This is an optimization exercise on Yosys and OpenROAD, whose aim is small area, not a production implementation.
Function was checked by simulation only, so behaviour that the tests miss may differ from the original.
The clock port is modelled as an ideal driver, which makes a skipped or thinned clock tree look cheaper than it is; a real chip needs a root buffer or a tree.
No activity file was given, so power comes from the tool's default toggle rates.

==> flow/design.v <==
module ws_core (
    input  wire       clk,
    input  wire       rst,
    input  wire [2:0] pins,
    input  wire       adc_eoc,
    input  wire [7:0] adc_drl,
    input  wire [7:0] adc_drh,
    output reg        adc_ch,
    output reg        adc_en,
    output wire       adc_start,
    input  wire       bus_valid,
    input  wire [2:0] bus_op,
    input  wire [7:0] bus_data,
    output reg  [7:0] bus_rdata,
    output reg        bus_rvalid,
    output wire       host_ready
);
    localparam [13:0] T_LOAD = 14'h0001;    
    localparam [13:0] T_END  = 14'h1fd0;    
    reg  [2:0]  sync1, sync2, port;
    reg         ev_rtc, ev_rain, ev_wind;   
    reg  [13:0] timer;
    reg         running;
    reg         ready;
    reg         seq_a, seq_b;               
    reg  [15:0] rain, wind;
    reg  [9:0]  uv, dir;
    reg         rcode;
    reg  [2:0]  cmd;                        
    reg         pend;
    reg  [1:0]  phase;                      
    reg  [7:0]  tx0;
    reg         aa;
    reg  [7:0]  t_rl;
    reg  [15:0] t_w;
    reg  [9:0]  t_d, t_u;
    reg  [3:0]  cur;
    reg         a1, a8;
    wire ex      = pend;
    wire c1      = ex && cmd == 3'd1;
    wire c2      = ex && cmd == 3'd2;
    wire c3      = ex && cmd == 3'd3;
    wire c4      = ex && cmd == 3'd4;
    wire c5      = ex && cmd == 3'd5;
    wire cs      = c2 || ev_rtc;                    
    wire run_m   = cs || running;
    wire expire  = running && timer == T_END;
    wire en_m    = cs || adc_en;
    wire ch_m    = !cs && adc_ch;
    wire done    = adc_eoc && en_m;
    wire [9:0] adc_value = {adc_drh[1:0], adc_drl};
    wire srx     = phase[0];
    wire stx     = phase == 2'b10;
    wire b_start = bus_valid && bus_op == 3'd0;
    wire b_write = bus_valid && bus_op == 3'd1;
    wire b_read  = bus_valid && bus_op == 3'd2;
    wire b_nack  = bus_valid && bus_op == 3'd3;
    wire b_stop  = bus_valid && bus_op == 3'd4;
    wire b_berr  = bus_valid && bus_op == 3'd5;
    wire match   = bus_data[7:1] == 7'h50;
    wire deliver = (a8 && !cur[3]) || (a1 && !cur[0]);
    reg  [15:0] rain_inc, wind_inc;
    reg  [16:0] rain_c, wind_c;
    reg  [3:0]  cur_inc;
    reg  [4:0]  cur_c;
    integer i;
    always @* begin
        rain_c[0] = ev_rain;
        wind_c[0] = ev_wind && run_m;
        cur_c[0]  = 1'b1;
        for (i = 0; i < 16; i = i + 1) begin
            rain_inc[i]  = rain[i] ^ rain_c[i];
            rain_c[i+1]  = rain[i] & rain_c[i];
            wind_inc[i]  = wind[i] ^ wind_c[i];
            wind_c[i+1]  = wind[i] & wind_c[i];
        end
        for (i = 0; i < 4; i = i + 1) begin
            cur_inc[i]   = cur[i] ^ cur_c[i];
            cur_c[i+1]   = cur[i] & cur_c[i];
        end
    end
    always @(posedge clk) begin
        sync1 <= pins;
        sync2 <= sync1;
        port  <= sync2;
    end
    always @(posedge clk) begin
        timer <= cs ? T_LOAD : {timer[12:0], timer[13] ^ timer[0]};
    end
    always @(posedge clk) begin
        if (rst) begin
            ev_rtc  <= 1'b0;
            ev_rain <= 1'b0;
            ev_wind <= 1'b0;
        end else begin
            ev_rtc  <= port[0] && !sync2[0];
            ev_rain <= !port[1] && sync2[1];
            ev_wind <= !port[2] && sync2[2];
        end
    end
    always @(posedge clk) begin
        if (rst) begin
            running <= 1'b0;
            ready   <= 1'b0;
        end else begin
            running <= cs || (running && !expire);
            ready   <= !cs && (ready || expire);
        end
    end
    always @(posedge clk) begin
        if (rst) begin
            adc_en <= 1'b0;
            adc_ch <= 1'b0;
            seq_a  <= 1'b0;
            seq_b  <= 1'b0;
        end else begin
            adc_en <= en_m && !(done && ch_m);
            adc_ch <= ch_m || done;
            if (cs || (done && !ch_m)) begin
                seq_a <= 1'b1;
                seq_b <= 1'b1;
            end else begin
                seq_a <= !seq_a && seq_b;
                seq_b <= seq_a && seq_b;
            end
        end
    end
    always @(posedge clk) begin
        if (rst) begin
            rain <= 16'd0;
            wind <= 16'd0;
            uv   <= 10'd0;
            dir  <= 10'd0;
        end else begin
            rain <= c5 ? {15'd0, ev_rain} : rain_inc;
            wind <= cs ? {15'd0, ev_wind} : wind_inc;
            if (done && !ch_m) uv  <= adc_value;
            if (done && ch_m)  dir <= adc_value;
        end
    end
    always @(posedge clk) begin
        if (rst) begin
            rcode <= 1'b1;
            cmd   <= 3'd0;
            pend  <= 1'b0;
            phase <= 2'b00;
            a1    <= 1'b0;
            a8    <= 1'b0;
            bus_rvalid <= 1'b0;
        end else begin
            if (c1) rcode <= 1'b0;
            if (b_write && phase == 2'b01)
                cmd <= (bus_data[7:3] == 5'd0) ? bus_data[2:0] : 3'd0;
            pend <= b_stop && srx;
            if (b_start)
                phase <= match ? (bus_data[0] ? 2'b10 : 2'b01) : 2'b00;
            else if (b_write && phase == 2'b01)
                phase <= 2'b11;
            else if (b_stop || b_berr || (b_nack && stx))
                phase <= 2'b00;
            if (ex) begin
                a1 <= c1 || c4;
                a8 <= c3;
            end
            bus_rvalid <= b_read && stx;
        end
    end
    always @(posedge clk) begin
        if (c1)
            tx0 <= {7'd0, rcode};
        else if (c4)
            tx0 <= {7'd0, ready};
        else if (c3)
            tx0 <= ready ? rain[15:8] : 8'hAA;
        if (c3) begin
            aa <= !ready;
            if (ready) begin
                t_rl <= rain[7:0];
                t_w  <= wind;
                t_d  <= dir;
                t_u  <= uv;
            end
        end
        if (!stx || b_start)
            cur <= 4'd0;
        else if (b_read)
            cur <= deliver ? cur_inc : 4'd15;
    end
    wire [7:0] sel;
    genvar k;
    generate for (k = 0; k < 8; k = k + 1) begin : g_sel
        assign sel[k] = cur[2:0] == k;
    end endgenerate
    wire [7:0] snap_byte = ({8{sel[2]}} & t_rl) | ({8{sel[3]}} & t_w[15:8]) | ({8{sel[4]}} & t_w[7:0])
                         | ({8{sel[5]}} & {6'd0, t_d[9:8]}) | ({8{sel[6]}} & t_d[7:0])
                         | ({8{sel[7]}} & {6'd0, t_u[9:8]}) | ({8{sel[0]}} & t_u[7:0]);
    wire rd_ff  = cur[3] && cur[0];
    wire rd_aa  = aa && !sel[1];
    always @* begin
        bus_rdata = {8{bus_rvalid}} & ({8{rd_ff}} | ({8{rd_aa}} & 8'hAA) | ({8{sel[1]}} & tx0) | ({8{!aa}} & snap_byte));
    end
    assign adc_start  = seq_a;
    assign host_ready = ready;
endmodule
clock: 10.0 ns
lec_check: 0
cap_margin: 0
core_margin: 2
core_utilization: 40
slew_margin: 0
standard.sh (not shown) runs the stock make flow with config.mk's settings and CLKGATE_MAP_FILE= SYNTH_SCRIPT=/design/flow/synth_recipe.tcl, a recipe that flattens the netlist after the stock synthesis.
==> flow/flow/run.sh <==
#!/bin/bash
# The standard ORFS layout, with three changes:
#  - synthesis maps the logic with an area-oriented ABC script
#    (flow/abc_area.script, used in place of ORFS's abc_speed.script) and
#    leaves adders to ABC instead of mapping them to half/full-adder cells
#    first (ADDER_MAP_FILE empty); the rest of the synthesis, including its
#    registers, is the standard one;
#  - the port buffers are minimum size;
#  - a hand-built two-level clock tree (flow/clock_tree.tcl, run as the CTS
#    step's pre-hook).
# Each step's full log is under orfs/logs; make's output is in synth.log and
# flow.log here.
set -euo pipefail
here=$(pwd)
rm -rf "$here/orfs_scripts"
cp -r "$FLOW_HOME/scripts" "$here/orfs_scripts"
cp "$here/flow/abc_area.script" "$here/orfs_scripts/abc_speed.script"
bash standard.sh "SCRIPTS_DIR=$here/orfs_scripts" "ADDER_MAP_FILE=" synth > synth.log 2>&1
bash standard.sh \
  "BUFFER_PORTS_ARGS=-buffer_cell sky130_fd_sc_hd__buf_1" \
  "PRE_CTS_TCL=$here/flow/clock_tree.tcl" \
  finish > flow.log 2>&1
Other scripts of this flow, unchanged in this note and not shown: flow/flow/abc_area.script, flow/flow/clock_tree.tcl
Then changed:
--- a/flow/design.v
+++ b/flow/design.v
@@ -80,4 +80,9 @@
         end
     end
+    wire [9:0] adc_d = rst ? 10'd0 : adc_value;
+    always @(posedge clk) begin
+        if (rst || (done && !ch_m)) uv  <= adc_d;
+        if (rst || (done && ch_m))  dir <= adc_d;
+    end
     always @(posedge clk) begin
         sync1 <= pins;
@@ -130,11 +135,7 @@
             rain <= 16'd0;
             wind <= 16'd0;
-            uv   <= 10'd0;
-            dir  <= 10'd0;
         end else begin
             rain <= c5 ? {15'd0, ev_rain} : rain_inc;
             wind <= cs ? {15'd0, ev_wind} : wind_inc;
-            if (done && !ch_m) uv  <= adc_value;
-            if (done && ch_m)  dir <= adc_value;
         end
     end
After rerunning: Sequential share of layout area climbs by 3.2 points; worst setup slack gets better by 22 ps; clock skew climbs by 5.3 ps; first-iteration DRC count drops by about 13%; wire length drops by about 5%; total power climbs by 2.5%; synthesized cell count drops by about 10%; design area climbs by 0.32%; cell count drops by about 6.5%; combinational power drops by about 1%; critical path depth is unchanged; die area hardly moves; synthesized area stays flat; clock power climbs by about 2%.
In every run of this note, the design's own scripts or RTL, not TritonCTS, make the clock network.

---

ws_core, a different RTL version from the one above (not shown whole).
Size in the first run: ~500 cells after synthesis, ~150 flip-flops, roughly 47 I/O pins, ~5900 µm² of cells after synthesis.
==> module ws_core, before the edit <==
module ws_core (
    input  wire       clk,
    input  wire       rst,
    input  wire [2:0] pins,
    input  wire       adc_eoc,
    input  wire [7:0] adc_drl,
    input  wire [7:0] adc_drh,
    output reg        adc_ch,
    output reg        adc_en,
    output wire       adc_start,
    input  wire       bus_valid,
    input  wire [2:0] bus_op,
    input  wire [7:0] bus_data,
    output reg  [7:0] bus_rdata,
    output reg        bus_rvalid,
    output wire       host_ready
);
    localparam [13:0] T_LOAD = 14'h0001;    
    localparam [13:0] T_END  = 14'h1fd0;    
    reg  [2:0]  sync1, sync2, port;
    reg         ev_rtc, ev_rain, ev_wind;   
    reg  [13:0] timer;
    reg         running;
    reg         ready;
    reg         seq_a, seq_b;               
    reg  [15:0] rain, wind;
    reg  [9:0]  uv, dir;
    reg         rcode;
    reg  [2:0]  cmd;                        
    reg         pend;
    reg  [1:0]  phase;                      
    reg  [7:0]  tx0;
    reg         aa;
    reg  [7:0]  t_rl;
    reg  [15:0] t_w;
    reg  [9:0]  t_d, t_u;
    reg  [3:0]  cur;
    reg         a1, a8;
    wire ex      = pend;
    wire c1      = ex && cmd == 3'd1;
    wire c2      = ex && cmd == 3'd2;
    wire c3      = ex && cmd == 3'd3;
    wire c4      = ex && cmd == 3'd4;
    wire c5      = ex && cmd == 3'd5;
    wire cs      = c2 || ev_rtc;                    
    wire run_m   = cs || running;
    wire expire  = running && timer == T_END;
    wire en_m    = cs || adc_en;
    wire ch_m    = !cs && adc_ch;
    wire done    = adc_eoc && en_m;
    wire [9:0] adc_value = {adc_drh[1:0], adc_drl};
    wire srx     = phase[0];
    wire stx     = phase == 2'b10;
    wire b_start = bus_valid && bus_op == 3'd0;
    wire b_write = bus_valid && bus_op == 3'd1;
    wire b_read  = bus_valid && bus_op == 3'd2;
    wire b_nack  = bus_valid && bus_op == 3'd3;
    wire b_stop  = bus_valid && bus_op == 3'd4;
    wire b_berr  = bus_valid && bus_op == 3'd5;
    wire match   = bus_data[7:1] == 7'h50;
    wire deliver = (a8 && !cur[3]) || (a1 && !cur[0]);
    reg  [15:0] rain_inc, wind_inc;
    reg  [16:0] rain_c, wind_c;
    reg  [3:0]  cur_inc;
    reg  [4:0]  cur_c;
    integer i;
    always @* begin
        rain_c[0] = ev_rain;
        wind_c[0] = ev_wind && run_m;
        cur_c[0]  = 1'b1;
        for (i = 0; i < 16; i = i + 1) begin
            rain_inc[i]  = rain[i] ^ rain_c[i];
            rain_c[i+1]  = rain[i] & rain_c[i];
            wind_inc[i]  = wind[i] ^ wind_c[i];
            wind_c[i+1]  = wind[i] & wind_c[i];
        end
        for (i = 0; i < 4; i = i + 1) begin
            cur_inc[i]   = cur[i] ^ cur_c[i];
            cur_c[i+1]   = cur[i] & cur_c[i];
        end
    end
    always @(posedge clk) begin
        sync1 <= pins;
        sync2 <= sync1;
        port  <= sync2;
    end
    always @(posedge clk) begin
        timer <= cs ? T_LOAD : {timer[12:0], timer[13] ^ timer[0]};
    end
    always @(posedge clk) begin
        if (rst) begin
            ev_rtc  <= 1'b0;
            ev_rain <= 1'b0;
            ev_wind <= 1'b0;
        end else begin
            ev_rtc  <= port[0] && !sync2[0];
            ev_rain <= !port[1] && sync2[1];
            ev_wind <= !port[2] && sync2[2];
        end
    end
    always @(posedge clk) begin
        if (rst) begin
            running <= 1'b0;
            ready   <= 1'b0;
        end else begin
            running <= cs || (running && !expire);
            ready   <= !cs && (ready || expire);
        end
    end
    always @(posedge clk) begin
        if (rst) begin
            adc_en <= 1'b0;
            adc_ch <= 1'b0;
            seq_a  <= 1'b0;
            seq_b  <= 1'b0;
        end else begin
            adc_en <= en_m && !(done && ch_m);
            adc_ch <= ch_m || done;
            if (cs || (done && !ch_m)) begin
                seq_a <= 1'b1;
                seq_b <= 1'b1;
            end else begin
                seq_a <= !seq_a && seq_b;
                seq_b <= seq_a && seq_b;
            end
        end
    end
    always @(posedge clk) begin
        if (rst) begin
            rain <= 16'd0;
            wind <= 16'd0;
            uv   <= 10'd0;
            dir  <= 10'd0;
        end else begin
            rain <= c5 ? {15'd0, ev_rain} : rain_inc;
            wind <= cs ? {15'd0, ev_wind} : wind_inc;
            if (done && !ch_m) uv  <= adc_value;
            if (done && ch_m)  dir <= adc_value;
        end
    end
    always @(posedge clk) begin
        if (rst) begin
            rcode <= 1'b1;
            cmd   <= 3'd0;
            pend  <= 1'b0;
            phase <= 2'b00;
            a1    <= 1'b0;
            a8    <= 1'b0;
            bus_rvalid <= 1'b0;
        end else begin
            if (c1) rcode <= 1'b0;
            if (b_write && phase == 2'b01)
                cmd <= (bus_data[7:3] == 5'd0) ? bus_data[2:0] : 3'd0;
            pend <= b_stop && srx;
            if (b_start)
                phase <= match ? (bus_data[0] ? 2'b10 : 2'b01) : 2'b00;
            else if (b_write && phase == 2'b01)
                phase <= 2'b11;
            else if (b_stop || b_berr || (b_nack && stx))
                phase <= 2'b00;
            if (ex) begin
                a1 <= c1 || c4;
                a8 <= c3;
            end
            bus_rvalid <= b_read && stx;
        end
    end
    always @(posedge clk) begin
        if (c1)
            tx0 <= {7'd0, rcode};
        else if (c4)
            tx0 <= {7'd0, ready};
        else if (c3)
            tx0 <= ready ? rain[15:8] : 8'hAA;
        if (c3) begin
            aa <= !ready;
            if (ready) begin
                t_rl <= rain[7:0];
                t_w  <= wind;
                t_d  <= dir;
                t_u  <= uv;
            end
        end
        if (!stx || b_start)
            cur <= 4'd0;
        else if (b_read)
            cur <= deliver ? cur_inc : 4'd15;
    end
    always @* begin
        case (cur[2:0])
            3'd1: bus_rdata = tx0;
            3'd2: bus_rdata = aa ? 8'hAA : t_rl;
            3'd3: bus_rdata = aa ? 8'hAA : t_w[15:8];
            3'd4: bus_rdata = aa ? 8'hAA : t_w[7:0];
            3'd5: bus_rdata = aa ? 8'hAA : {6'd0, t_d[9:8]};
            3'd6: bus_rdata = aa ? 8'hAA : t_d[7:0];
            3'd7: bus_rdata = aa ? 8'hAA : {6'd0, t_u[9:8]};
            default: bus_rdata = aa ? 8'hAA : t_u[7:0];
        endcase
        if (cur[3] && cur[0])
            bus_rdata = 8'hFF;
        if (!bus_rvalid)
            bus_rdata = 8'h00;
    end
    assign adc_start  = seq_a;
    assign host_ready = ready;
endmodule
==> flow/config.mk <==
export PLATFORM = sky130hd
export DESIGN_NAME = ws_core
export DESIGN_NICKNAME = ws_core
export VERILOG_FILES = /design/flow/design.v
export SDC_FILE = /design/flow/constraint.sdc
export NUM_CORES = 4
export LEC_CHECK = 0
export CAP_MARGIN = 20
export CORE_MARGIN = 2
export CORE_UTILIZATION = 40
export SLEW_MARGIN = 20
==> flow/constraint.sdc <==
create_clock -name core_clock -period 10.0 [get_ports {clk}]
set_input_delay 2.0000 -clock core_clock [delete_from_list [all_inputs] [get_ports {clk}]]
set_output_delay 2.0000 -clock core_clock [all_outputs]
set_load 0.01 [all_outputs]
==> flow/flow/run.sh <==
#!/bin/bash
# Standard ORFS layout with minimum-size port buffers and a hand-built
# two-level clock tree (flow/clock_tree.tcl, run as the CTS step's pre-hook).
set -euo pipefail
here=$(pwd)
bash standard.sh \
  "BUFFER_PORTS_ARGS=-buffer_cell sky130_fd_sc_hd__buf_1" \
  "PRE_CTS_TCL=$here/flow/clock_tree.tcl" \
  finish > flow.log 2>&1
Other scripts of this flow, unchanged in this note and not shown: flow/flow/clock_tree.tcl
==> next run, changes <==
--- a/flow/design.v
+++ b/flow/design.v
@@ -79,6 +79,11 @@
             cur_c[i+1]   = cur[i] & cur_c[i];
         end
     end
+    wire [9:0] adc_d = rst ? 10'd0 : adc_value;
+    always @(posedge clk) begin
+        if (rst || (done && !ch_m)) uv  <= adc_d;
+        if (rst || (done && ch_m))  dir <= adc_d;
+    end
     always @(posedge clk) begin
         sync1 <= pins;
         sync2 <= sync1;
@@ -129,13 +134,9 @@
         if (rst) begin
             rain <= 16'd0;
             wind <= 16'd0;
-            uv   <= 10'd0;
-            dir  <= 10'd0;
         end else begin
             rain <= c5 ? {15'd0, ev_rain} : rain_inc;
             wind <= cs ? {15'd0, ev_wind} : wind_inc;
-            if (done && !ch_m) uv  <= adc_value;
-            if (done && ch_m)  dir <= adc_value;
         end
     end
     always @(posedge clk) begin
@@ -186,21 +187,18 @@
         else if (b_read)
             cur <= deliver ? cur_inc : 4'd15;
     end
+    wire [7:0] sel;
+    genvar k;
+    generate for (k = 0; k < 8; k = k + 1) begin : g_sel
+        assign sel[k] = cur[2:0] == k;
+    end endgenerate
+    wire [7:0] snap_byte = ({8{sel[2]}} & t_rl) | ({8{sel[3]}} & t_w[15:8]) | ({8{sel[4]}} & t_w[7:0])
+                         | ({8{sel[5]}} & {6'd0, t_d[9:8]}) | ({8{sel[6]}} & t_d[7:0])
+                         | ({8{sel[7]}} & {6'd0, t_u[9:8]}) | ({8{sel[0]}} & t_u[7:0]);
+    wire rd_ff  = cur[3] && cur[0];
+    wire rd_aa  = aa && !sel[1];
     always @* begin
-        case (cur[2:0])
-            3'd1: bus_rdata = tx0;
-            3'd2: bus_rdata = aa ? 8'hAA : t_rl;
-            3'd3: bus_rdata = aa ? 8'hAA : t_w[15:8];
-            3'd4: bus_rdata = aa ? 8'hAA : t_w[7:0];
-            3'd5: bus_rdata = aa ? 8'hAA : {6'd0, t_d[9:8]};
-            3'd6: bus_rdata = aa ? 8'hAA : t_d[7:0];
-            3'd7: bus_rdata = aa ? 8'hAA : {6'd0, t_u[9:8]};
-            default: bus_rdata = aa ? 8'hAA : t_u[7:0];
-        endcase
-        if (cur[3] && cur[0])
-            bus_rdata = 8'hFF;
-        if (!bus_rvalid)
-            bus_rdata = 8'h00;
+        bus_rdata = {8{bus_rvalid}} & ({8{rd_ff}} | ({8{rd_aa}} & 8'hAA) | ({8{sel[1]}} & tx0) | ({8{!aa}} & snap_byte));
     end
     assign adc_start  = seq_a;
     assign host_ready = ready;
Outcome: Synthesized cell count falls by 8.8%. Critical path depth stays the same. Core utilization rises by 0.62 points. Via count falls by 8.1%. Wire length falls by 13%. Die area falls by 2.6%. Register-to-register slack is better by 0.23 ns. Clock power barely changes. Cell area falls by 2.0%. Sequential power rises by about 3%.
No run of this note takes its clock network from TritonCTS; it comes from the design's own scripts or RTL.

[static timing again, ports no longer ideal]
The results above use ideal ports. As a check the final layouts listed here were re-extracted and re-timed, cells and wires unchanged.
Step 1: set_driving_cell puts a clkbuf_16 on clk and a buf_2 on each other input, an assumption about the parent block.
Step 2 adds t to the input delays and takes it off the output delays; t is the mean of the earliest and latest rising clock arrival at the registers after step 1. Input paths then give back, and output paths get back, about the clock's delay inside the block.
Three values: ideal ports, drivers, drivers and shift; two values: the first two.
run	t, ns	setup WS [ns]	worst setup path after step 2
the first run of note 1	0.500	5.079 / 5.049 / 5.549	register to output
the second run of note 1	0.520	5.101 / 5.069 / 5.588	register to output
the first run of note 2	0.426	5.249 / 5.216 / 5.492	register to register
the second run of note 2	0.418	5.491 / 5.457 / 5.718	register to register
After both steps setup and hold are still met in every run listed.
